What follows belongs to an exercise in optimizing a design on an open flow for small area, a short achievable clock period and few clock cycles; a production flow would make more cautious choices. Where RTL was checked, it was by simulation tests only, not by an equivalence proof against the original.

== before ==
// ota_core
module ota_core (
    input  wire        clk,
    input  wire        rst,
    input  wire        cmd_valid,
    output reg         cmd_ready,
    input  wire [2:0]  cmd_op,
    input  wire [31:0] cmd_arg,
    input  wire        in_valid,
    output reg         in_ready,
    input  wire [7:0]  in_data,
    output reg         rsp_valid,
    output reg  [31:0] rsp_data,
    output reg         out_valid,
    output reg  [7:0]  out_data,
    output reg         dict_we,
    output reg  [10:0] dict_waddr,
    output reg  [7:0]  dict_wdata,
    output reg  [10:0] dict_raddr,
    input  wire [7:0]  dict_rdata
);
Size in the first run: about 1800 cells after synthesis, ~310 flip-flops, about 130 I/O pins, about 17000 um^2 of cells after synthesis.
==> flow/config.mk <==
export PLATFORM = sky130hd
export DESIGN_NAME = ota_core
export DESIGN_NICKNAME = ota_core
export VERILOG_FILES = /design/flow/design.v
export SDC_FILE = /design/flow/constraint.sdc
export NUM_CORES = 4
export LEC_CHECK = 0
export CAP_MARGIN = 20
export CORE_MARGIN = 2
export CORE_UTILIZATION = 45
export SLEW_MARGIN = 20
==> flow/constraint.sdc <==
create_clock -name core_clock -period 10.0 [get_ports {clk}]
set_input_delay 2.0000 -clock core_clock [delete_from_list [all_inputs] [get_ports {clk}]]
set_output_delay 2.0000 -clock core_clock [all_outputs]
set_load 0.01 [all_outputs]
standard.sh (not shown) runs the stock make flow with config.mk's settings and CLKGATE_MAP_FILE= SYNTH_SCRIPT=/design/flow/synth_recipe.tcl, a recipe that flattens the netlist after the stock synthesis.
==> flow/flow/run.sh <==
#!/bin/bash
set -euo pipefail
bash standard.sh SETUP_SLACK_MARGIN=6.95 finish > standard_flow.log 2>&1
Testbench counts of before, summed over its fixed seeds: cycles 130,440.
### before -> after
-- flow/design.v --
<<< before, line 44
    reg [31:0] written;          
    reg        wrapped;          
    reg        wr_inc;           
    reg [31:0] crc;
    reg [31:0] hdr_crc;
>>> after, line 44
    reg [31:0] written;          
    reg        wrapped;          
    reg [31:0] crc;
    reg [31:0] hdr_crc;
<<< before, line 57
    reg        rd_act;           
    reg        a_lit;            
    reg [3:0]  cnt;              
    reg        last;             
    reg        dv;               
>>> after, line 56
    reg        rd_act;           
    reg        a_lit;            
    reg [4:0]  cnt;              
    reg        last;             
    reg        dv;               
<<< before, line 85
    wire ib_go   = v0 && (!in_file || !nopp_a[1]);
    wire cmd_fire = cmd_valid && cmd_ready;
    wire idle     = !go && !busy;    
    wire in_fire  = in_valid && in_ready;
    wire do_start = go && (op_r == OP_START) && !active;
>>> after, line 84
    wire ib_go   = v0 && (!in_file || !nopp_a[1]);
    wire cmd_fire = cmd_valid && cmd_ready;
    wire in_fire  = in_valid && in_ready;
    wire do_start = go && (op_r == OP_START) && !active;
<<< before, line 112
    wire [31:0] wr_z  = {wr_p[30:0], 1'b1};
    wire poll_end = busy && !more && !v0 && !tp && !rd_act;
    wire       fwd     = wr_inc && (dp == written[10:0]);
    wire       wr_done = wrapped || (dp < written[10:0]);
    wire       s_lit   = d_lit;
>>> after, line 110
    wire [31:0] wr_z  = {wr_p[30:0], 1'b1};
    wire poll_end = busy && !more && !v0 && !tp && !rd_act;
    wire       fwd     = out_valid && (dp == written[10:0]);
    wire       wr_done = wrapped || (dp < written[10:0]);
    wire       s_lit   = d_lit;
<<< before, line 128
    wire [7:0] rbyte = rem[8*hdr_fill[1:0] +: 8];
    wire [8:0] ldiff = {1'b0, rbyte} - {1'b0, (hdr_fill[1:0] == 2'd0) ? 8'd8 : {7'd0, lborrow}};
    wire v1_n   = (v1 && !ib_go) || (v0 && in_fire && !ib_go);
    wire more_n = in_fire ? !(took ? cl_eq2 : cl_eq1) : more;
    wire [31:0] written_n = written ^ ({32{wr_inc}} & wr_z);
    wire       r_wr  = (op_r == OP_PROGRESS) && active;
    reg  [4:0] r_code;
>>> after, line 126
    wire [7:0] rbyte = rem[8*hdr_fill[1:0] +: 8];
    wire [8:0] ldiff = {1'b0, rbyte} - {1'b0, (hdr_fill[1:0] == 2'd0) ? 8'd8 : {7'd0, lborrow}};
    wire       hdr_eq = (b0 == (hdr_fill[3] ? magic_cfg[8*hdr_fill[1:0] +: 8] : ldiff[7:0]));
    wire v1_n   = (v1 && !ib_go) || (v0 && in_fire && !ib_go);
    wire more_n = in_fire ? !(took ? cl_eq2 : cl_eq1) : more;
    wire [31:0] written_n = written ^ ({32{out_valid}} & wr_z);
    wire       r_wr  = (op_r == OP_PROGRESS) && active;
    reg  [4:0] r_code;
<<< before, line 218
    end
    always @(posedge clk) begin
        if (idle)
            op_r <= cmd_op;
        if (idle)
            cl <= cmd_arg;
        else if ((go && !(op_r == OP_POLL || (op_r == OP_START && !active))) || poll_end)
>>> after, line 217
    end
    always @(posedge clk) begin
        if (cmd_ready)
            op_r <= cmd_op;
        if (cmd_ready)
            cl <= cmd_arg;
        else if ((go && !(op_r == OP_POLL || (op_r == OP_START && !active))) || poll_end)
<<< before, line 246
                hdr_fill <= hdr_fill + 5'd1;
                if (hdr_fill[4:2] == 3'd0) begin
                    len_ok  <= len_ok && (b0 == ldiff[7:0]);
                    lborrow <= ldiff[8];
                end
>>> after, line 245
                hdr_fill <= hdr_fill + 5'd1;
                if (hdr_fill[4:2] == 3'd0) begin
                    len_ok  <= len_ok && hdr_eq;
                    lborrow <= ldiff[8];
                end
<<< before, line 252
                    hdr_crc <= {b0, hdr_crc[31:8]};
                if (hdr_fill[4:2] == 3'd2)
                    mag_ok <= mag_ok && (b0 == magic_cfg[8*hdr_fill[1:0] +: 8]);
                if (hdr_fill >= 5'd8)
                    crc <= crc_next;
>>> after, line 251
                    hdr_crc <= {b0, hdr_crc[31:8]};
                if (hdr_fill[4:2] == 3'd2)
                    mag_ok <= mag_ok && hdr_eq;
                if (hdr_fill >= 5'd8)
                    crc <= crc_next;
<<< before, line 271
            a_lit      <= bitq[30];
            dict_raddr <= bitq[30] ? {3'd0, bitq[29:22]} : bitq[29:19] + 11'd17;
            cnt        <= bitq[18:15];
            last       <= bitq[30];
        end else begin
            a_lit      <= 1'b0;
            dict_raddr <= dict_raddr + 11'd1;
            cnt        <= cnt - 4'd1;
            last       <= (cnt == 4'd0);
        end
        d_lit    <= a_lit;
>>> after, line 270
            a_lit      <= bitq[30];
            dict_raddr <= bitq[30] ? {3'd0, bitq[29:22]} : bitq[29:19] + 11'd17;
            cnt        <= bitq[30] ? 5'd0 : {1'b0, bitq[18:15]} + 5'd1;
            last       <= bitq[30];
        end else begin
            a_lit      <= 1'b0;
            dict_raddr <= dict_raddr + 11'd1;
            cnt        <= cnt - 5'd1;
            last       <= (cnt == 5'd1);
        end
        d_lit    <= a_lit;
<<< before, line 283
        out_data <= dbyte;
        written  <= do_start ? 32'd0 : written_n;
        wrapped  <= do_start ? 1'b0 : (wrapped || (wr_inc && written[10:0] == 11'd2047));
        wr_inc   <= dv;
    end
endmodule
>>> after, line 282
        out_data <= dbyte;
        written  <= do_start ? 32'd0 : written_n;
        wrapped  <= do_start ? 1'b0 : (wrapped || (out_valid && written[10:0] == 11'd2047));
    end
endmodule
Results
- Measured against after, the clock-buffer cell count of before comes out at 0.918 times the reference value.
- after vs. before: finished layout cell area lost 1.1%, number of nets at the end of the flow lost 9, routed metal-1 wire length picked up an extra about 0.33%.
- Row global-route usage: after lower / before higher
- Timing, DRC, antenna: 0 failures across after and before
Function not checked in after: the RTL went through the layout flow alone.

## separate check: timing with driven ports
The flow's constraints put no driver on any port. The routed layouts listed below were extracted and timed again, unchanged, in two steps. Step 1: set_driving_cell puts a clkbuf_16 on clk and a buf_2 on each other input, an assumption about the parent block. Step 2 moves the port delays by t, midway between the first and last clock arrival at a register: inputs arrive t later, outputs are due t later. That takes back most of the time a late clock gives input paths. Slacks: ideal / step 1 / step 2; pairs: ideal / step 1.
| run | shift t [ns] | setup slack, ns | worst setup path at the end |
|---|---|---|---|
| before | 0.591 | 6.968 / 6.914 / 6.472 | input to register |
| after | 0.566 | 6.883 / 6.832 / 6.529 | input to register |
After both steps setup and hold are still met in every run listed. For before, which loses most, drivers alone change the setup slack by -0.054 ns; drivers and shift together by -0.496 ns.
